Source: an optimization exercise on an open RTL-to-GDS flow (aim: small area, a short achievable clock period and few clock cycles per item). Production flows keep margins and buffers that such runs may drop.
Only simulation tests tie the RTL to the original design; equivalence was not proved.
No activity file was given, so power comes from the tool's default toggle rates.

// spsws_cal
module spsws_cal (
    input  wire        clk,
    input  wire        rst,           
    input  wire        start,         
    output wire        ready,
    input  wire [31:0] f0_eff,        
    input  wire [31:0] fh_eff,        
    input  wire [31:0] fl_eff,        
    input  wire [31:0] symbol_us,     
    input  wire [31:0] ramp_us,       
    input  wire [7:0]  pwr_min,       
    input  wire [7:0]  pwr_max,       
    output reg         done,          
    output reg  [2:0]  fail_check,    
    output wire [31:0] shift_dur,
    output wire [31:0] idle,
    output wire [31:0] t1,
    output wire [31:0] t2,
    output wire [31:0] t3,
    output wire [31:0] t4,
    output wire [31:0] period,
    output wire [31:0] edge_step,
    output wire [31:0] bit_step
);
clock: 10.0 ns
lec_check: 0
cap_margin: 20
core_margin: 2
core_utilization: 60
cts_buf_list: sky130_fd_sc_hd__clkbuf_4 sky130_fd_sc_hd__clkbuf_8
setup_slack_margin: 3.5
slew_margin: 20
run.sh (not shown) runs the stock make flow with config.mk's settings and CLKGATE_MAP_FILE= SYNTH_SCRIPT=/design/flow/synth_recipe.tcl, a recipe that flattens the netlist after the stock synthesis.
The starting point ran to the end with no violations.
Testbench counts at the start, summed over its fixed seeds: cycles 11,982, items 2,400.
Change:
- CORE_UTILIZATION: 60 -> 70
- CTS_BUF_LIST: sky130_fd_sc_hd__clkbuf_4 sky130_fd_sc_hd__clkbuf_8 -> unset
Outcome:
- cell area stays flat
- via count climbs by 5.9%
- routed wire length rose by 7.1%
- setup slack is worse by 210 ps
- area after synthesis stays the same
- sequential power barely changes
- core utilization rose by 12 points
- die area goes down by 14%
Change:
- CORE_UTILIZATION: 70 -> 60
=> Sequential cell count does not change. Cell area increases slightly. Combinational power decreases slightly. Power barely changes.
Change:
- CTS_BUF_LIST: unset -> sky130_fd_sc_hd__clkbuf_4 sky130_fd_sc_hd__clkbuf_8
- SETUP_SLACK_MARGIN: 3.5 -> 3.75
Design area went up by 1.1%. Wire length is higher by 2.0%. Maximum frequency grows by 3.0%. Register-to-register slack gets better by 190 ps. Setup slack is better by 190 ps. Critical path depth increases by 8. Non-clock buffer count grows by 30. Power goes down by about 1.3%. Final cell count rose by 1.2%. Worst hold slack barely changes. First-iteration DRC count goes up by about 1.7%.

== JK ==
spsws_cal again, from the RTL that the note above started with.
==> flow/design.v (excerpt) <==
module spsws_cal (
    input  wire        clk,
    input  wire        rst,           
    input  wire        start,         
    output wire        ready,
    input  wire [31:0] f0_eff,        
    input  wire [31:0] fh_eff,        
    input  wire [31:0] fl_eff,        
    input  wire [31:0] symbol_us,     
    input  wire [31:0] ramp_us,       
    input  wire [7:0]  pwr_min,       
    input  wire [7:0]  pwr_max,       
    output reg         done,          
    output reg  [2:0]  fail_check,    
    output wire [31:0] shift_dur,
    output wire [31:0] idle,
    output wire [31:0] t1,
    output wire [31:0] t2,
    output wire [31:0] t3,
    output wire [31:0] t4,
    output wire [31:0] period,
    output wire [31:0] edge_step,
    output wire [31:0] bit_step
);
make LEC_CHECK=0 CAP_MARGIN=20 CORE_MARGIN=2 CORE_UTILIZATION=40 SETUP_SLACK_MARGIN=3 SLEW_MARGIN=20 finish   # period 10.0 ns
JK ended with every stage complete and zero timing, DRC or antenna violations.
Testbench counts of JK, summed over its fixed seeds: cycles 11,982, items 2,400.
#### Input delta (MS over JK)
# JK
export LEC_CHECK = 0
export CAP_MARGIN = 20
export CORE_MARGIN = 2
export CORE_UTILIZATION = 40
export SETUP_SLACK_MARGIN = 3
export SLEW_MARGIN = 20
create_clock -name core_clock -period 10.0 [get_ports {clk}]
# MS
export LEC_CHECK = 0
export CAP_MARGIN = 20
export CORE_MARGIN = 2
export CORE_UTILIZATION = 60
export SETUP_SLACK_MARGIN = 4
export SLEW_MARGIN = 20
create_clock -name core_clock -period 10.0 [get_ports {clk}]
[summary]
In terms of required time at the endpoint of the critical path, MS and JK differ only marginally.
Changes observed in MS relative to JK: die extent in x lower, number of iterations in the first detailed-routing pass +5, worst setup slack went up by 330 ps.
The global-route wire length before repair of MS was inferior to that of JK.
MS vs. JK: portion of the clock cycle consumed by the worst path in the final layout now smaller; part of the total power dissipated in the clock network now sits lower; diode insertion count for antenna repair grew by 1; final design utilization went up.
Taking JK as 1.0, MS lands at 0.934 on routed length on met1.
For AL, these inputs were changed with respect to MS:
# MS
export LEC_CHECK = 0
export CAP_MARGIN = 20
export CORE_MARGIN = 2
export CORE_UTILIZATION = 60
export SETUP_SLACK_MARGIN = 4
export SLEW_MARGIN = 20
create_clock -name core_clock -period 10.0 [get_ports {clk}]
# AL
export LEC_CHECK = 0
export CAP_MARGIN = 20
export CORE_MARGIN = 2
export CORE_UTILIZATION = 60
export CTS_BUF_LIST = sky130_fd_sc_hd__clkbuf_2 sky130_fd_sc_hd__clkbuf_4
export SETUP_SLACK_MARGIN = 3.5
export SLEW_MARGIN = 20
create_clock -name core_clock -period 10.0 [get_ports {clk}]
[summary]
- AL finished every step from synthesis to the final layout, and the layout passed the timing, design-rule and antenna checks.
- Cmp AL and MS / core utilization / lower: AL
- Between AL and MS, it is AL whose data-path buffer share of cell area in the final layout is lower, by 1.5 points.
- Area enclosed by the die boundary came out exactly the same in AL and MS.
- AL against MS: number of antenna violations at the first check in global routing now sits higher; reported combinational group power now sits lower; shortest period the worst path allows now sits lower; area added between synthesis and finish now sits lower.
Inputs modified between AL and TR:
# AL
export LEC_CHECK = 0
export CAP_MARGIN = 20
export CORE_MARGIN = 2
export CORE_UTILIZATION = 60
export CTS_BUF_LIST = sky130_fd_sc_hd__clkbuf_2 sky130_fd_sc_hd__clkbuf_4
export SETUP_SLACK_MARGIN = 3.5
export SLEW_MARGIN = 20
create_clock -name core_clock -period 10.0 [get_ports {clk}]
# TR
export LEC_CHECK = 0
export CAP_MARGIN = 5
export CORE_MARGIN = 2
export CORE_UTILIZATION = 40
export SETUP_SLACK_MARGIN = 3
export SLEW_MARGIN = 5
create_clock -name core_clock -period 10.0 [get_ports {clk}]
## What came out
- Diff AL -> TR | timing-limited maximum frequency | decrease of 5.0%
- On power spent charging and discharging nets, AL loses to TR.
- TR completed end to end with timing, DRC and antenna clean.
- TR ended with more clock power than AL.
- Comparing TR and AL, the higher per-cell via count in the routed design is on AL.
- Looking at number of H-tree levels across TR and AL, the one that comes out higher is AL.
- Final area is higher on AL
- Diff AL -> TR: via count decreased 3186, transition time of the tightest slew-check pin higher.
- TR ends up with a ratio of final minimum period to clock period that is 3.4 points higher than in AL.
- Clock latency on the worst-skew pair was lower in the run labelled TR.

-- port drivers added, routing unchanged --
How much do the figures lean on ideal ports? The routed layouts below were timed once more, with nothing changed but the port constraints. Step 1 assumes that a clkbuf_16 drives the clock port and a buf_2 every other input. Step 2, shift: input delay + t, output delay - t, t = (earliest + latest rising clock arrival at the registers) / 2. This alone moves slack from input paths to output paths. Slacks: ideal / step 1 / step 2; pairs: ideal / step 1.
| run | t (ns) | setup slack, ns | hold slack, ns |
|---|---|---|---|
| the first run of note 1 | 0.883 | 3.649 / 3.577 / 2.926 | 0.454 / 0.454 / 0.454 |
| the second run of note 1 | 0.726 | 3.443 / 3.443 / 2.932 | 0.455 / 0.455 / 0.455 |
| the third run of note 1 | 0.740 | 3.582 / 3.575 / 2.990 | 0.455 / 0.455 / 0.455 |
| the fourth run of note 1 | 0.889 | 3.769 / 3.756 / 3.093 | 0.455 / 0.455 / 0.455 |
| JK | 0.738 | 3.226 / 3.223 / 2.782 | 0.455 / 0.455 / 0.455 |
| MS | 0.735 | 3.552 / 3.552 / 3.447 | 0.468 / 0.468 / 0.468 |
| AL | 1.171 | 3.563 / 3.492 / 2.630 | 0.454 / 0.454 / 0.454 |
| TR | 0.738 | 3.226 / 3.223 / 2.782 | 0.455 / 0.455 / 0.455 |
After both steps every run listed still meets setup and hold. For AL, which loses most, drivers alone change the setup slack by -0.071 ns; drivers and shift together by -0.933 ns.
